This design comes from an exercise in tuning for small area, a short achievable clock period and few clock cycles per item on the open sky130 flow, not from production work. At most, simulation tests tie the RTL to the original design; equivalence was not proved. Power is estimated from default activity; no workload was simulated.

==> run M <==
## dwibus_codec
module dwibus_codec (
    input  wire         clk,
    input  wire         rst,         
    input  wire         start,       
    input  wire         op,          
    input  wire [7:0]   self_addr,   
    input  wire [479:0] frame_in,
    output wire         ready,
    output reg          done,        
    output wire [7:0]   status,
    output wire [7:0]   crc,
    output wire [479:0] frame_out
);
Settings: LEC_CHECK=0, CAP_MARGIN=20, CORE_AREA=10 10 290 290, CTS_BUF_LIST=sky130_fd_sc_hd__clkbuf_4 sky130_fd_sc_hd__clkbuf_8, DIE_AREA=0 0 300 300, PLACE_DENSITY=0.6, SETUP_SLACK_MARGIN=2.3, SLEW_MARGIN=20, SYNTH_HIERARCHICAL=1, SYNTH_MINIMUM_KEEP_SIZE=0; clock period 5.0 ns.
standard.sh (not shown) runs the stock make flow with config.mk's settings and CLKGATE_MAP_FILE= SYNTH_SCRIPT=/design/flow/synth_recipe.tcl, a recipe that flattens the netlist after the stock synthesis.
==> flow/flow/run.sh <==
#!/bin/bash
# Own layout flow: the standard flow, with each port buffered by the
# smallest buffer (buf_1) instead of the one buffer_ports picks by default.
set -euo pipefail
bash standard.sh "BUFFER_PORTS_ARGS=-buffer_cell sky130_fd_sc_hd__buf_1" finish > standard_flow.log 2>&1
==> run G: changes against run M <==
Settings changed: SETUP_SLACK_MARGIN 2.3 to 2.0.
==> run notes <==
metric	run G	run M
Run status	no timing/DRC/antenna violations	no timing/DRC/antenna violations
Unrepaired setup endpoints after global routing	false	true
Crit. Startpoint	img[384]	syn_q[6]
Signal buffers	968	1,047
Fraction of final layout cells with drive strength greater than 1	7.97%	18.1%
Layout buffering overhead excluding clock cells	13.3%	14.6%
Buf/Inv on CP	0	2
Switching portion of total power	40.3%	40.0%
Post-CTS setup buffer count	3	38
Power in combinational cells	7.72 mW	8.87 mW
Via count normalized by instance count	4.06	4.08
Wire length of the first global-routing pass	119,000 µm	121,000 µm
Antenna violations before repair	22	16
Met1 routed wirelength after detailed routing	32,800 µm	33,500 µm
Total Routing Usage GR	19.0%	19.2%
Number of global-route vias before repair	15,300	15,400
FMAX	352 MHz	370 MHz
Destination of the critical timing path	syn_q[3]	status[4]
Net count of the finished layout	2,855	2,932
Lkg Pwr	10.4 nW	11.2 nW
Post-CTS Resized	14	134
Testbench counts of run M, summed over its fixed seeds: cycles 3,840, frames 1,920.
Testbench counts of run G, summed over its fixed seeds: cycles 3,840, frames 1,920.

========
==> build 40 <==
Starting RTL as in the previous note.
Settings: LEC_CHECK=0, CAP_MARGIN=20, CORE_AREA=10 10 290 290, CTS_BUF_LIST=sky130_fd_sc_hd__clkbuf_4 sky130_fd_sc_hd__clkbuf_8, DIE_AREA=0 0 300 300, PLACE_DENSITY=0.6, SETUP_SLACK_MARGIN=2.2, SLEW_MARGIN=20, SYNTH_HIERARCHICAL=1, SYNTH_MINIMUM_KEEP_SIZE=0; clock period 5.0 ns.
Scripts as last shown in full above: flow/flow/run.sh
==> inputs of trial 66, as changes to build 40 <==
--- a/flow/config.mk
+++ b/flow/config.mk
@@ -10,7 +10,7 @@
 export CTS_BUF_LIST = sky130_fd_sc_hd__clkbuf_4 sky130_fd_sc_hd__clkbuf_8
 export DIE_AREA = 0 0 300 300
 export PLACE_DENSITY = 0.6
-export SETUP_SLACK_MARGIN = 2.2
+export SETUP_SLACK_MARGIN = 1.9
 export SLEW_MARGIN = 20
 export SYNTH_HIERARCHICAL = 1
 export SYNTH_MINIMUM_KEEP_SIZE = 0
==> inputs of trial 5, as changes to build 40 <==
--- a/flow/config.mk
+++ b/flow/config.mk
@@ -9,8 +9,8 @@
 export CORE_AREA = 10 10 290 290
 export CTS_BUF_LIST = sky130_fd_sc_hd__clkbuf_4 sky130_fd_sc_hd__clkbuf_8
 export DIE_AREA = 0 0 300 300
-export PLACE_DENSITY = 0.6
-export SETUP_SLACK_MARGIN = 2.2
+export PLACE_DENSITY = 0.5
+export SETUP_SLACK_MARGIN = 2.1
 export SLEW_MARGIN = 20
 export SYNTH_HIERARCHICAL = 1
 export SYNTH_MINIMUM_KEEP_SIZE = 0
==> run notes <==
status=finished clean; invs w/o clock=2; crit-path max cell delay=430 ps; CP arrival=about 3400 ps; crit path cell chain=xor2_1 -> xor2_2 -> buf_4 -> xor2_4 -> xor2_1 -> xor2_1 -> xor2_2 -> xor2_1 -> xor2_1; HPWL Detailed=80200 µm; Logic power comb=between 8000 and 9000 µW; clkbuf count=~100; Worst-Skew Late Latency=approximately 680 ps; final core utilization=0.370; crit path buf inv count=1; routability congestion estimate=approximately 0.93
-- figures above: trial 5

==> run notes <==
crit path cell chain=nor2_1 -> nand4_1 -> buf_4 -> a21o_1 -> clkbuf_2; clock skew=52.6 ps; Buffers, non-clock=between 1000 and 1500; HPWL Detailed=slightly below 80000 µm; Logic power comb=8530 µW; status=finished clean; invs w/o clock=3; crit path buf inv count=2; Worst-Skew Late Latency=between 600 and 700 ps; clkbuf count=about 110; final core utilization=0.378; pin count of the biggest net entering global routing=120; Tcrit/Tclk final=0.542; CP arrival=around 1700 ps; crit-path max cell delay=~310 ps
-- figures above: build 40

==> run notes <==
invs w/o clock=2; crit path buf inv count=0; CP arrival=approximately 3500 ps; Worst-Skew Late Latency=approximately 700 ps; Synth Area in Compound Gates=0.00477; final core utilization=0.361; first-pass detailed-route iteration total=5; crit path cell chain=xor2_1 -> xor2_1 -> xor2_1 -> xor2_1 -> xor2_1 -> xor2_2 -> xor2_1 -> xor2_1; routability congestion estimate=around 0.87; Avg WL per Cell=25.9 µm; Logic power comb=~7600 µW; clkbuf count=around 110; status=finished clean; HPWL Detailed=roughly 77000 µm
-- figures above: trial 66

Testbench counts of build 40, summed over its fixed seeds: cycles 3,840, frames 1,920.
Testbench counts of trial 66, summed over its fixed seeds: cycles 3,840, frames 1,920.
Testbench counts of trial 5, summed over its fixed seeds: cycles 3,840, frames 1,920.

========
==> inputs of lagoon <==
dwibus_codec, a different RTL version from the one above (not shown whole).
==> flow/config.mk <==
export PLATFORM = sky130hd
export DESIGN_NAME = dwibus_codec
export DESIGN_NICKNAME = dwibus_codec
export VERILOG_FILES = /design/flow/design.v
export SDC_FILE = /design/flow/constraint.sdc
export NUM_CORES = 4
export LEC_CHECK = 0
export CAP_MARGIN = 20
export CORE_AREA = 10 10 290 290
export DIE_AREA = 0 0 300 300
export PLACE_DENSITY = 0.6
export SETUP_SLACK_MARGIN = 2.3
export SLEW_MARGIN = 20
export SYNTH_HIERARCHICAL = 1
export SYNTH_MINIMUM_KEEP_SIZE = 0
==> flow/constraint.sdc <==
create_clock -name core_clock -period 5.0 [get_ports {clk}]
set_input_delay 1.0000 -clock core_clock [delete_from_list [all_inputs] [get_ports {clk}]]
set_output_delay 1.0000 -clock core_clock [all_outputs]
set_load 0.01 [all_outputs]
Scripts as last shown in full above: flow/flow/run.sh
==> cedar (differences from lagoon) <==
--- a/flow/design.v
+++ b/flow/design.v
@@ -1399,47 +1399,26 @@
         if (rst) begin
             busy <= 1'b0;
             done <= 1'b0;
         end else begin
             busy <= ~busy & start;
             done <= busy;
         end
-        pc_q  <= part_in[7:0];
-        ps_q  <= part_in[15:8];
         if (!busy) begin
             img   <= fi[2*8 +: 440];
+            pc_q  <= part_in[7:0];
+            ps_q  <= part_in[15:8];
             chk_q <= chk_in;
             pre_q <= pre_in;
         end
         crc_q <= crc_syn[7:0];
         syn_q <= crc_syn[15:8];
     end
-    wire n01, n23, n45, n67, syn_nz;
-    wire [3:0] st;
-    dw_nor2  u_n01 (.a(syn_q[0]), .b(syn_q[1]), .y(n01));
-    dw_nor2  u_n23 (.a(syn_q[2]), .b(syn_q[3]), .y(n23));
-    dw_nor2  u_n45 (.a(syn_q[4]), .b(syn_q[5]), .y(n45));
-    dw_nor2  u_n67 (.a(syn_q[6]), .b(syn_q[7]), .y(n67));
-    dw_nand4 u_nz  (.a(n01), .b(n23), .c(n45), .d(n67), .y(syn_nz));
-    dw_ao21  u_st0 (.a(chk_q), .b(syn_nz), .c(pre_q[0]), .y(st[0]));
-    dw_ai21b u_st1 (.a(chk_q), .b(syn_nz), .c(pre_q[1]), .y(st[1]));
-    dw_ai21b u_st2 (.a(chk_q), .b(syn_nz), .c(pre_q[2]), .y(st[2]));
-    dw_ao21  u_st3 (.a(chk_q), .b(syn_nz), .c(pre_q[3]), .y(st[3]));
+    wire       crc_bad = chk_q & (|syn_q);
+    wire [3:0] st      = crc_bad ? 4'h9 : pre_q;
     assign status    = {3'b000, st[3], 1'b0, st[2:0]};
     assign crc       = crc_q;
     assign frame_out = {8'h0A, 8'h0D, crc_q, img, 8'h55, 8'hAA};
 endmodule
-module dw_nor2 (input wire a, input wire b, output wire y);
-    assign y = ~(a | b);
-endmodule
-module dw_nand4 (input wire a, input wire b, input wire c, input wire d, output wire y);
-    assign y = ~(a & b & c & d);
-endmodule
-module dw_ao21 (input wire a, input wire b, input wire c, output wire y);
-    assign y = (a & b) | c;
-endmodule
-module dw_ai21b (input wire a, input wire b, input wire c, output wire y);
-    assign y = c & ~(a & b);
-endmodule
 module dw_xor2 (input wire a, input wire b, output wire y);
     assign y = a ^ b;
 endmodule
--- a/flow/config.mk
+++ b/flow/config.mk
@@ -5,11 +5,11 @@
 export SDC_FILE = /design/flow/constraint.sdc
 export NUM_CORES = 4
 export LEC_CHECK = 0
 export CAP_MARGIN = 20
 export CORE_AREA = 10 10 290 290
 export DIE_AREA = 0 0 300 300
 export PLACE_DENSITY = 0.6
-export SETUP_SLACK_MARGIN = 2.3
+export SETUP_SLACK_MARGIN = 2.5
 export SLEW_MARGIN = 20
 export SYNTH_HIERARCHICAL = 1
 export SYNTH_MINIMUM_KEEP_SIZE = 0
==> notes <==
In die area, lagoon and cedar do not differ. Utilization: lagoon is lower than cedar (1.2 points). Against lagoon, the wire length of cedar is higher by about 0.46%. In sequential cell count, lagoon and cedar do not differ. Of cedar and lagoon, cedar has the higher clock power (gap about 2%, measured against lagoon). Against lagoon, the first-iteration DRC count of cedar is higher by about 13%. In cedar the fmax is lower than in lagoon, by 2.5%.
==> figures <==
metric                                                             lagoon       cedar
Share of the final layout cell area in sequential cells            0.4646      0.4555
Result of the run                        no timing/DRC/antenna violations  no timing/DRC/antenna violations
Proportion of cell area spent on the clock network                0.05952     0.05913
Routing usage on met1                                              0.2215      0.2114
Routed wire per std cell                                         27.42 um    27.29 um
Starting Density                                                   0.2680      0.2699
Largest net degree at the start of global routing                     159         162
Peak per-stage delay on the critical path                         0.41 ns     0.55 ns
Share of the yosys chip area belonging to registers                0.6754      0.6783
Clock network latency to the later pin of the worst-skew pair     0.61 ns     0.62 ns
Placed wire-length estimate after detailed placement             81.77 mm    81.05 mm
Fraction of area in multi-input gates                              0.2847      0.2906
Global-route wire length before repair                           124.5 mm    125.9 mm
Routed via count divided by cell count                              4.060       4.118
Required time of the critical path                                5.54 ns     4.00 ns
Vias in the first global route                                      15220       15740
No run of this note included a check of the RTL's function; only the layout flow was run.

-- afterwards: timing with drivers on the ports --
The results above use ideal ports. As a check the final layouts listed here were re-extracted and re-timed, cells and wires unchanged. Step 1 assumes that a clkbuf_16 drives the clock port and a buf_2 every other input. Step 2 also shifts input and output timing later by t, the mid clock arrival at the registers, as if the neighbouring blocks saw the same clock. a / b / c = ideal / step 1 / step 2; a / b = the first two.
run | t (ns) | setup slack, ns | hold slack, ns | slew at the worst register clock pin (ns)
run M | 0.726 | 2.296 / 2.240 / 1.695 | 0.438 / 0.438 / 0.438 | 0.07 / 0.07
run G | 0.732 | 2.155 / 2.155 / 1.608 | 0.444 / 0.428 / 0.444 | 0.07 / 0.07
build 40 | 0.726 | 2.289 / 2.231 / 1.766 | 0.475 / 0.450 / 0.483 | 0.07 / 0.07
trial 66 | 0.730 | 2.083 / 2.083 / 1.611 | 0.444 / 0.428 / 0.444 | 0.07 / 0.07
trial 5 | 0.726 | 2.184 / 2.150 / 1.619 | 0.442 / 0.442 / 0.442 | 0.07 / 0.07
lagoon | 0.671 | 2.118 / 2.118 / 1.992 | 0.470 / 0.470 / 0.470 | 0.06 / 0.06
cedar | 0.673 | 2.043 / 1.975 / 2.050 | 0.468 / 0.468 / 0.468 | 0.06 / 0.06
After both steps every run listed still meets setup and hold. For run M, which loses most, drivers alone change the setup slack by -0.056 ns; drivers and shift together by -0.601 ns.
